This is an optimization exercise on Yosys and OpenROAD, whose aim is small area, a short achievable clock period and few clock cycles per item, not a production implementation.
In this exercise RTL edits were held to simulation tests only and were not proved equivalent to the original.
Power figures rest on the tool's default switching activity, not on a simulated workload.

## east
==> flow/design.v (excerpt) <==
module curve_tangler (
    input  wire        clk,
    input  wire        rst,         
    input  wire        cmd_valid,
    output wire        cmd_ready,
    input  wire [1:0]  cmd_op,
    input  wire [63:0] cmd_arg,
    output wire        rsp_valid,
    input  wire        rsp_ready,
    output wire [63:0] rsp_data
);
Size: about 81 flip-flops, ~13000 um^2 of cells after synthesis.
export LEC_CHECK = 0
export ABC_AREA = 1
export CAP_MARGIN = 20
export CORE_MARGIN = 2
export CORE_UTILIZATION = 40
export GPL_ROUTABILITY_DRIVEN = 1
export GPL_TIMING_DRIVEN = 1
export PLACE_DENSITY = 0.6
export SETUP_SLACK_MARGIN = 5
export SLEW_MARGIN = 20
create_clock -name core_clock -period 10.0 [get_ports {clk}]
run.sh (not shown) runs the stock make flow with config.mk's settings and CLKGATE_MAP_FILE= SYNTH_SCRIPT=/design/flow/synth_recipe.tcl, a recipe that flattens the netlist after the stock synthesis.
east: flow completed, timing, DRC and antenna clean
Testbench counts of east, summed over its fixed seeds: cycles 8,008, items 8,000.
[inputs] middle vs east
# east
export LEC_CHECK = 0
export ABC_AREA = 1
export CAP_MARGIN = 20
export CORE_MARGIN = 2
export CORE_UTILIZATION = 40
export GPL_ROUTABILITY_DRIVEN = 1
export GPL_TIMING_DRIVEN = 1
export PLACE_DENSITY = 0.6
export SETUP_SLACK_MARGIN = 5
export SLEW_MARGIN = 20
create_clock -name core_clock -period 10.0 [get_ports {clk}]
# middle
export LEC_CHECK = 0
export ABC_CLOCK_PERIOD_IN_PS = 4500
export CAP_MARGIN = 20
export CORE_MARGIN = 2
export CORE_UTILIZATION = 40
export GPL_ROUTABILITY_DRIVEN = 1
export GPL_TIMING_DRIVEN = 1
export PLACE_DENSITY = 0.6
export SETUP_SLACK_MARGIN = 5
export SLEW_MARGIN = 20
create_clock -name core_clock -period 10.0 [get_ports {clk}]
Notes after the runs:
- east ended up with rsp_data[56] as its capture point of the critical path; middle ended up with rsp_data[40].
- Summary of the comparison: overall fraction of global-route tracks in use is lower in middle, relative to east.
- Between middle and east, the clock transition at the register clock pins on the worst setup and hold paths after CTS does not differ in any meaningful way.
- | number of filler instances in the final layout | middle vs east | 7.7% lower |

========
## build 70
curve_tangler, a different RTL version from the one above (not shown whole).
Size: ~1900 cells after synthesis, roughly 140 I/O pins, ~0.012 mm^2 of cells after synthesis.
Settings: LEC_CHECK=0, ABC_AREA=1, CAP_MARGIN=20, CORE_MARGIN=2, CORE_UTILIZATION=40, GPL_ROUTABILITY_DRIVEN=1, GPL_TIMING_DRIVEN=1, PLACE_DENSITY=0.6, SLEW_MARGIN=20; clock period 10.0 ns.
standard.sh (not shown) runs the stock make flow with config.mk's settings and CLKGATE_MAP_FILE= SYNTH_SCRIPT=/design/flow/synth_recipe.tcl, a recipe that flattens the netlist after the stock synthesis.
==> flow/flow/run.sh <==
#!/bin/bash
# The standard layout, with these changes to how it is made:
#  - synthesis maps the logic between the registers and the rsp_data outputs
#    with flow/abc_post.script (ABC area mapping, amap), and the rest of the
#    logic with the standard ABC area script (flow/patch_synth.py)
#  - the setup repair aims at the slack margin in flow/margin.txt
#  - the port buffers are sky130_fd_sc_hd__buf_1
# Registers, constraints and clock period are those of the standard flow.
# make's output goes to flow_make.log; each step's log is under orfs/logs.
set -euo pipefail
MARGIN=$(cat flow/margin.txt)
rm -rf scripts_x
cp -r "$FLOW_HOME/scripts" scripts_x
cp flow/abc_post.script scripts_x/abc_post.script
python3 flow/patch_synth.py scripts_x > patch_synth.log 2>&1
bash standard.sh "SCRIPTS_DIR=$PWD/scripts_x" "SETUP_SLACK_MARGIN=$MARGIN" \
  "BUFFER_PORTS_ARGS=-buffer_cell sky130_fd_sc_hd__buf_1" finish > flow_make.log 2>&1
==> flow/flow/abc_post.script <==
strash
dch
amap -m
topo
stime -c
buffer -c
upsize -c
dnsize -c
==> flow/flow/margin.txt <==
4.85
==> flow/flow/patch_synth.py <==
#!/usr/bin/env python3
"""Patch a copy of ORFS's scripts/synth.tcl: map the logic between the
registers and the rsp_data outputs with flow/abc_post.script (area mapping)
before the usual ABC call maps the rest of the logic with the standard script.
usage: patch_synth.py SCRIPTS_DIR"""
import sys
p = sys.argv[1] + "/synth.tcl"
s = open(p).read()
a = """  log_cmd abc {*}$abc_args
} else {"""
b = """  # the logic from the registers to the response outputs is mapped for area
  # with abc_post.script; the rest of the logic with the standard script
  select -set post_cone o:rsp_data %ci*:-sky130_fd_sc_hd__edfxtp_1:-sky130_fd_sc_hd__dfxtp_1
  select -set post_gates @post_cone t:\\$_* %i
  puts "post-register gates mapped for area: [llength [split [string trim [tee -q -s result.string select -list @post_gates]] "\\n"]]"
  set abc_args_post [lreplace $abc_args 1 1 $::env(SCRIPTS_DIR)/abc_post.script]
  log_cmd abc {*}$abc_args_post @post_gates
  log_cmd abc {*}$abc_args
} else {"""
if s.count(a) != 1:
    sys.exit("patch_synth.py: anchor not found in " + p)
open(p, "w").write(s.replace(a, b))
Build 70 ended with every stage complete and zero timing, DRC or antenna violations.
Testbench counts of build 70, summed over its fixed seeds: cycles 8,008, items 8,000.
Relative to build 70, the following input files were edited for build 49:
# build 70
export LEC_CHECK = 0
export ABC_AREA = 1
export CAP_MARGIN = 20
export CORE_MARGIN = 2
export CORE_UTILIZATION = 40
export GPL_ROUTABILITY_DRIVEN = 1
export GPL_TIMING_DRIVEN = 1
export PLACE_DENSITY = 0.6
export SLEW_MARGIN = 20
create_clock -name core_clock -period 10.0 [get_ports {clk}]
# build 49
export LEC_CHECK = 0
export ABC_AREA = 1
export CAP_MARGIN = 20
export CORE_MARGIN = 2
export CORE_UTILIZATION = 40
export GPL_ROUTABILITY_DRIVEN = 1
export GPL_TIMING_DRIVEN = 1
export PLACE_DENSITY = 0.6
export SLEW_MARGIN = 20
export TNS_END_PERCENT = 20
create_clock -name core_clock -period 10.0 [get_ports {clk}]
==> flow/flow/run.sh <==
#!/bin/bash
# The standard layout, with these changes to how it is made:
#  - if flow/abc_area.script exists, ABC maps the logic with it
#  - the setup repair aims at the slack margin in flow/margin.txt
#  - the port buffers are sky130_fd_sc_hd__buf_1
# Registers, constraints and clock period are those of the standard flow.
set -euo pipefail
MARGIN=$(cat flow/margin.txt)
rm -rf scripts_x
cp -r "$FLOW_HOME/scripts" scripts_x
if [[ -f flow/abc_area.script ]]; then
  cp flow/abc_area.script scripts_x/abc_area.script
fi
bash standard.sh "SCRIPTS_DIR=$PWD/scripts_x" "SETUP_SLACK_MARGIN=$MARGIN" \
  "BUFFER_PORTS_ARGS=-buffer_cell sky130_fd_sc_hd__buf_1" finish > flow_make.log 2>&1
==> flow/flow/margin.txt <==
4.95
removed: flow/flow/abc_post.script
removed: flow/flow/patch_synth.py
==> comparison <==
- On cell area power density, the higher figure sits with build 70, not build 49.
- Delta(count of clock-net buffers in the final layout, build 49 - build 70) < 0
- Compared with build 70, build 49 shows cell depth of the worst min-delay path higher by 1.
> inputs changed (build 49 -> build 23)
# build 49
export LEC_CHECK = 0
export ABC_AREA = 1
export CAP_MARGIN = 20
export CORE_MARGIN = 2
export CORE_UTILIZATION = 40
export GPL_ROUTABILITY_DRIVEN = 1
export GPL_TIMING_DRIVEN = 1
export PLACE_DENSITY = 0.6
export SLEW_MARGIN = 20
export TNS_END_PERCENT = 20
create_clock -name core_clock -period 10.0 [get_ports {clk}]
# build 23
export LEC_CHECK = 0
export ABC_AREA = 1
export CAP_MARGIN = 20
export CORE_MARGIN = 2
export CORE_UTILIZATION = 50
export GPL_ROUTABILITY_DRIVEN = 1
export GPL_TIMING_DRIVEN = 1
export PLACE_DENSITY = 0.7
export SLEW_MARGIN = 20
create_clock -name core_clock -period 10.0 [get_ports {clk}]
==> comparison <==
- Build 23 vs build 49, share of final-layout standard cells stronger than drive strength 1 went down by 0.44 points.
- When build 23 is measured against build 49, its fraction of standard cell area in multi-input logic turns out 0.81 points higher.
- Of the two candidates, build 49 has the better max-slew headroom at the worst pin and build 23 the worse one.
- Compared with build 49, in build 23 number of instances in the placed design lower; maximum frequency from static timing analysis higher.
- Changes observed in build 23 relative to build 49: non-clock buffer count now sits lower, post-layout instance area now sits lower.
- Relative to build 49, sequential share of layout area has increased by 0.29 points in build 23.
Changes in build 25 relative to build 23:
# build 23
export LEC_CHECK = 0
export ABC_AREA = 1
export CAP_MARGIN = 20
export CORE_MARGIN = 2
export CORE_UTILIZATION = 50
export GPL_ROUTABILITY_DRIVEN = 1
export GPL_TIMING_DRIVEN = 1
export PLACE_DENSITY = 0.7
export SLEW_MARGIN = 20
create_clock -name core_clock -period 10.0 [get_ports {clk}]
# build 25
export LEC_CHECK = 0
export ABC_AREA = 1
export CAP_MARGIN = 20
export CORE_MARGIN = 2
export CORE_UTILIZATION = 40
export GPL_ROUTABILITY_DRIVEN = 1
export GPL_TIMING_DRIVEN = 1
export PLACE_DENSITY = 0.6
export SLEW_MARGIN = 20
create_clock -name core_clock -period 10.0 [get_ports {clk}]
diff --git a/flow/flow/run.sh b/flow/flow/run.sh
--- a/flow/flow/run.sh
+++ b/flow/flow/run.sh
@@ -3,5 +3,5 @@
 #  - if flow/abc_area.script exists, ABC maps the logic with it
 #  - the setup repair aims at the slack margin in flow/margin.txt
-#  - the port buffers are sky130_fd_sc_hd__buf_1
+#  - the port buffers are sky130_fd_sc_hd__buf_2
 # Registers, constraints and clock period are those of the standard flow.
 set -euo pipefail
@@ -13,3 +13,3 @@
 fi
 bash standard.sh "SCRIPTS_DIR=$PWD/scripts_x" "SETUP_SLACK_MARGIN=$MARGIN" \
-  "BUFFER_PORTS_ARGS=-buffer_cell sky130_fd_sc_hd__buf_1" finish > flow_make.log 2>&1
+  "BUFFER_PORTS_ARGS=-buffer_cell sky130_fd_sc_hd__buf_2" finish > flow_make.log 2>&1
==> flow/flow/margin.txt <==
4.5
Findings:
Count of standard-cell rows (build 23 / build 25): 0.889
Higher minimum period implied by the final worst setup slack goes to build 25 over build 23.
Die area is higher on build 25
Compared with build 23, in build 25 power shows no meaningful change; clock share of power shows a reduction of 1.4 points; design area shows a reduction of 0.34%; total placed instance area shows an increase of about 2%.

========
curve_tangler, a different RTL version from the one above (not shown whole).
Size: about 2000 cells after synthesis, roughly 81 flip-flops, ~140 I/O pins, roughly 12000 um2 of cells after synthesis.
Settings: LEC_CHECK=0, ABC_AREA=1, CAP_MARGIN=20, CORE_MARGIN=2, CORE_UTILIZATION=40, GPL_ROUTABILITY_DRIVEN=1, GPL_TIMING_DRIVEN=1, PLACE_DENSITY=0.6, SLEW_MARGIN=20; clock period 10.0 ns.
==> flow/flow/run.sh <==
#!/bin/bash
# The standard layout, with these changes to how it is made:
#  - if flow/abc_area.script exists, ABC maps the logic with it
#  - the setup repair aims at the slack margin in flow/margin.txt
#  - the port buffers are sky130_fd_sc_hd__buf_2
# Registers, constraints and clock period are those of the standard flow.
set -euo pipefail
MARGIN=$(cat flow/margin.txt)
rm -rf scripts_x
cp -r "$FLOW_HOME/scripts" scripts_x
if [[ -f flow/abc_area.script ]]; then
  cp flow/abc_area.script scripts_x/abc_area.script
fi
bash standard.sh "SCRIPTS_DIR=$PWD/scripts_x" "SETUP_SLACK_MARGIN=$MARGIN" \
  "BUFFER_PORTS_ARGS=-buffer_cell sky130_fd_sc_hd__buf_2" finish > flow_make.log 2>&1
==> flow/flow/margin.txt <==
5.3
The baseline went through all stages and came out clean.
Testbench counts at the start, summed over its fixed seeds: cycles 8,008, items 8,000.
Next try:
==> flow/flow/margin.txt (replaced) <==
5
After rerunning:
- wire length falls by about 7.5%
- setup slack got worse by 0.097 ns
- hold slack improved by 0.12 ns
- total power falls by about 8%
- fmax falls by 2.0%
- area after synthesis is unchanged

========
## job 3875
RTL: one of the versions met above, not the one the previous note started from.
Size: about 2,000 cells after synthesis, about 81 flip-flops, about 140 I/O pins, about 0.012 mm² of cells after synthesis.
// curve_tangler
module curve_tangler (
    input  wire        clk,
    input  wire        rst,         
    input  wire        cmd_valid,
    output wire        cmd_ready,
    input  wire [1:0]  cmd_op,
    input  wire [63:0] cmd_arg,
    output wire        rsp_valid,
    input  wire        rsp_ready,
    output wire [63:0] rsp_data
);
clock: 10.0 ns
lec_check: 0
abc_area: 1
cap_margin: 20
core_margin: 2
core_utilization: 40
gpl_routability_driven: 1
gpl_timing_driven: 1
place_density: 0.6
slew_margin: 20
==> flow/flow/run.sh <==
#!/bin/bash
# The standard layout, with these changes to how it is made:
#  - if flow/abc_area.script exists, ABC maps the logic with it
#  - the setup repair aims at the slack margin in flow/margin.txt
#  - the port buffers are sky130_fd_sc_hd__buf_1
# Registers, constraints and clock period are those of the standard flow.
set -euo pipefail
MARGIN=$(cat flow/margin.txt)
rm -rf scripts_x
cp -r "$FLOW_HOME/scripts" scripts_x
if [[ -f flow/abc_area.script ]]; then
  cp flow/abc_area.script scripts_x/abc_area.script
fi
bash standard.sh "SCRIPTS_DIR=$PWD/scripts_x" "SETUP_SLACK_MARGIN=$MARGIN" \
  "BUFFER_PORTS_ARGS=-buffer_cell sky130_fd_sc_hd__buf_1" finish > flow_make.log 2>&1
==> flow/flow/margin.txt <==
5.1
Testbench counts of job 3875, summed over its fixed seeds: cycles 8,008, items 8,000.
The inputs of job 3605 differ from those of job 3875 as listed below.
- TNS_END_PERCENT now 0, previously not set
==> flow/flow/margin.txt <==
4.95
==> run notes <==
- In job 3605 relative to job 3875, maximum vdd ir drop had gone down by a little under 10%.
- Compared with job 3875, job 3605 shows a lower count of buffer and inverter cells on the critical path.
- Delta (job 3605 minus job 3875): overall via count from detail_route shrank by 1.5%; non-clock buffer count shrank by 28; synthesized cell count held steady.
- Looking at job 3875 and job 3605, the x dimension of the die is a wash.
- Job 3605 vs. job 3875: peak fanout along the critical path rose 27; time the worst path needs with I/O delays and setup picked up an extra 0.084 ns.
Here is what was changed in the inputs of job 5816 compared with job 3605.
- clearing TNS_END_PERCENT, which used to be 0
diff --git a/flow/flow/run.sh b/flow/flow/run.sh
--- a/flow/flow/run.sh
+++ b/flow/flow/run.sh
@@ -1,5 +1,6 @@
 #!/bin/bash
 # The standard layout, with these changes to how it is made:
-#  - if flow/abc_area.script exists, ABC maps the logic with it
+#  - if flow/abc_area.script exists, ABC maps the logic with it (here: two rounds of
+#    the standard area mapping)
 #  - the setup repair aims at the slack margin in flow/margin.txt
 #  - the port buffers are sky130_fd_sc_hd__buf_1
==> flow/flow/abc_area.script (new file) <==
strash
dch
map -B 0.9
topo
strash
dch
map -B 0.9
topo
stime -c
buffer -c
upsize -c
dnsize -c
==> run notes <==
- Between job 3605 and job 5816, number of distinct library cells after synthesis decreased.
- Between job 5816 and job 3605, the insertion delay of the later-clocked pin in the worst-skew pair figures differ only marginally.
- On power: between job 3605 and job 5816, it ends up higher for job 5816.
- From job 5816 to job 3605, total of hold buffers inserted after clock tree synthesis did not move at all.
- Job 3605 -> job 5816: wire length increased by a few percent
- For the post-cts sizing count, job 5816 came in 19 higher than job 3605 did.
- Design area: job 5816 higher than job 3605
- Between job 3605 and job 5816, the difference in clock skew is negligible.
- Job 5816 reports its cell with the biggest individual delay on the critical path as sky130_fd_sc_hd__xor2_2 while job 3605 reports sky130_fd_sc_hd__buf_16.
### job 5816 -> job 3707
==> flow/flow/run.sh <==
#!/bin/bash
# The standard layout, with these changes to how it is made:
#  - synthesis maps the logic between the registers and the rsp_data outputs
#    with flow/abc_post.script (ABC area mapping, amap), and the rest of the
#    logic with the standard ABC area script (flow/patch_synth.py)
#  - the setup repair aims at the slack margin in flow/margin.txt
#  - the port buffers are sky130_fd_sc_hd__buf_1
# Registers, constraints and clock period are those of the standard flow.
# make's output goes to flow_make.log; each step's log is under orfs/logs.
set -euo pipefail
MARGIN=$(cat flow/margin.txt)
rm -rf scripts_x
cp -r "$FLOW_HOME/scripts" scripts_x
cp flow/abc_post.script scripts_x/abc_post.script
python3 flow/patch_synth.py scripts_x > patch_synth.log 2>&1
bash standard.sh "SCRIPTS_DIR=$PWD/scripts_x" "SETUP_SLACK_MARGIN=$MARGIN" \
  "BUFFER_PORTS_ARGS=-buffer_cell sky130_fd_sc_hd__buf_1" finish > flow_make.log 2>&1
==> flow/flow/abc_post.script (new file) <==
strash
dch
amap -m
topo
stime -c
buffer -c
upsize -c
dnsize -c
==> flow/flow/margin.txt <==
5.05
==> flow/flow/patch_synth.py (new file) <==
#!/usr/bin/env python3
"""Patch a copy of ORFS's scripts/synth.tcl: map the logic between the
registers and the rsp_data outputs with flow/abc_post.script (area mapping)
before the usual ABC call maps the rest of the logic with the standard script.
usage: patch_synth.py SCRIPTS_DIR"""
import sys
p = sys.argv[1] + "/synth.tcl"
s = open(p).read()
a = """  log_cmd abc {*}$abc_args
} else {"""
b = """  # the logic from the registers to the response outputs is mapped for area
  # with abc_post.script; the rest of the logic with the standard script
  select -set post_cone o:rsp_data %ci*:-sky130_fd_sc_hd__edfxtp_1:-sky130_fd_sc_hd__dfxtp_1
  select -set post_gates @post_cone t:\\$_* %i
  puts "post-register gates mapped for area: [llength [split [string trim [tee -q -s result.string select -list @post_gates]] "\\n"]]"
  set abc_args_post [lreplace $abc_args 1 1 $::env(SCRIPTS_DIR)/abc_post.script]
  log_cmd abc {*}$abc_args_post @post_gates
  log_cmd abc {*}$abc_args
} else {"""
if s.count(a) != 1:
    sys.exit("patch_synth.py: anchor not found in " + p)
open(p, "w").write(s.replace(a, b))
removed: flow/flow/abc_area.script
- Taking job 5816 as the reference, in job 3707 met1 usage in global routing roughly the same; final-report max-slew violation count roughly the same; count of multi-input combinational gates lower; wire length of the first global-routing pass lower.
- The worst setup path startpoint comes out r_m[14] in one run and cmd_op[1] in the other, namely in job 3707 and job 5816 respectively.
Input-level comparison between job 9641 and job 3707:
==> flow/flow/run.sh <==
#!/bin/bash
# The standard layout, with these changes to how it is made:
#  - if flow/abc_area.script exists, ABC maps the logic with it
#  - the setup repair aims at the slack margin in flow/margin.txt
#  - the port buffers are sky130_fd_sc_hd__buf_1
# Registers, constraints and clock period are those of the standard flow.
set -euo pipefail
MARGIN=$(cat flow/margin.txt)
rm -rf scripts_x
cp -r "$FLOW_HOME/scripts" scripts_x
if [[ -f flow/abc_area.script ]]; then
  cp flow/abc_area.script scripts_x/abc_area.script
fi
bash standard.sh "SCRIPTS_DIR=$PWD/scripts_x" "SETUP_SLACK_MARGIN=$MARGIN" \
  "BUFFER_PORTS_ARGS=-buffer_cell sky130_fd_sc_hd__buf_1" finish > flow_make.log 2>&1
==> flow/flow/margin.txt <==
4.95
removed: flow/flow/abc_post.script
removed: flow/flow/patch_synth.py
==> run notes <==
Job 9641 closes out successfully: all stages finished, all timing, DRC and antenna checks passed. Area of the core region on job 9641 is behind job 3707. Job 9641 vs. job 3707: sequential share of layout area held steady, worst setup slack after layout now larger. Lower die area among job 3707 and job 9641: job 3707.

[afterwards: timing with drivers on the ports]
In the flow no input, the clock included, has a driving cell. The finished layouts below were timed again as built, in two steps. Step 1 (the two cells are an assumption about what drives the block):
set clk [get_ports {clk}]
set_driving_cell -lib_cell sky130_fd_sc_hd__clkbuf_16 $clk
set_driving_cell -lib_cell sky130_fd_sc_hd__buf_2 [delete_from_list [all_inputs] $clk]
Step 2, shift: input delay + t, output delay - t, t = (earliest + latest rising clock arrival at the registers) / 2. This alone moves slack from input paths to output paths. Slacks: no drivers / after step 1 / after step 2; pairs: no drivers / after step 1.
| run | shift t [ns] | setup slack, ns | worst setup path at the end | clock arrival spread, ns | cell pins on the clock port's net |
|---|---|---|---|---|---|
| east | 0.396 | 4.411 / 4.361 / 4.757 | register to output | 0.013 / 0.013 | 1 |
| middle | 0.397 | 4.026 / 3.974 / 4.086 | input to register | 0.008 / 0.008 | 1 |
| build 70 | 0.376 | 5.019 / 4.978 / 4.770 | input to register | 0.011 / 0.010 | 1 |
| build 49 | 0.375 | 5.142 / 5.098 / 4.741 | input to register | 0.012 / 0.012 | 1 |
| build 23 | 0.371 | 5.174 / 5.134 / 4.841 | input to register | 0.012 / 0.012 | 1 |
| build 25 | 0.369 | 4.856 / 4.859 / 4.490 | input to register | 0.009 / 0.010 | 1 |
| the first run of note 3 | 0.371 | 5.119 / 5.079 / 4.867 | input to register | 0.013 / 0.014 | 1 |
| the second run of note 3 | 0.373 | 5.022 / 4.979 / 4.762 | input to register | 0.013 / 0.013 | 1 |
| job 3875 | 0.370 | 5.260 / 5.143 / 4.772 | input to register | 0.016 / 0.015 | 1 |
| job 3605 | 0.370 | 5.176 / 5.125 / 4.755 | input to register | 0.011 / 0.011 | 1 |
| job 5816 | 0.369 | 5.120 / 5.086 / 4.717 | input to register | 0.009 / 0.009 | 1 |
| job 3707 | 0.373 | 5.126 / 5.081 / 4.831 | input to register | 0.014 / 0.013 | 1 |
| job 9641 | 0.376 | 5.223 / 5.124 / 4.748 | input to register | 0.012 / 0.011 | 1 |
After both steps every run listed still meets setup and hold. For job 3875, which loses most, drivers alone change the setup slack by -0.117 ns; drivers and shift together by -0.488 ns.
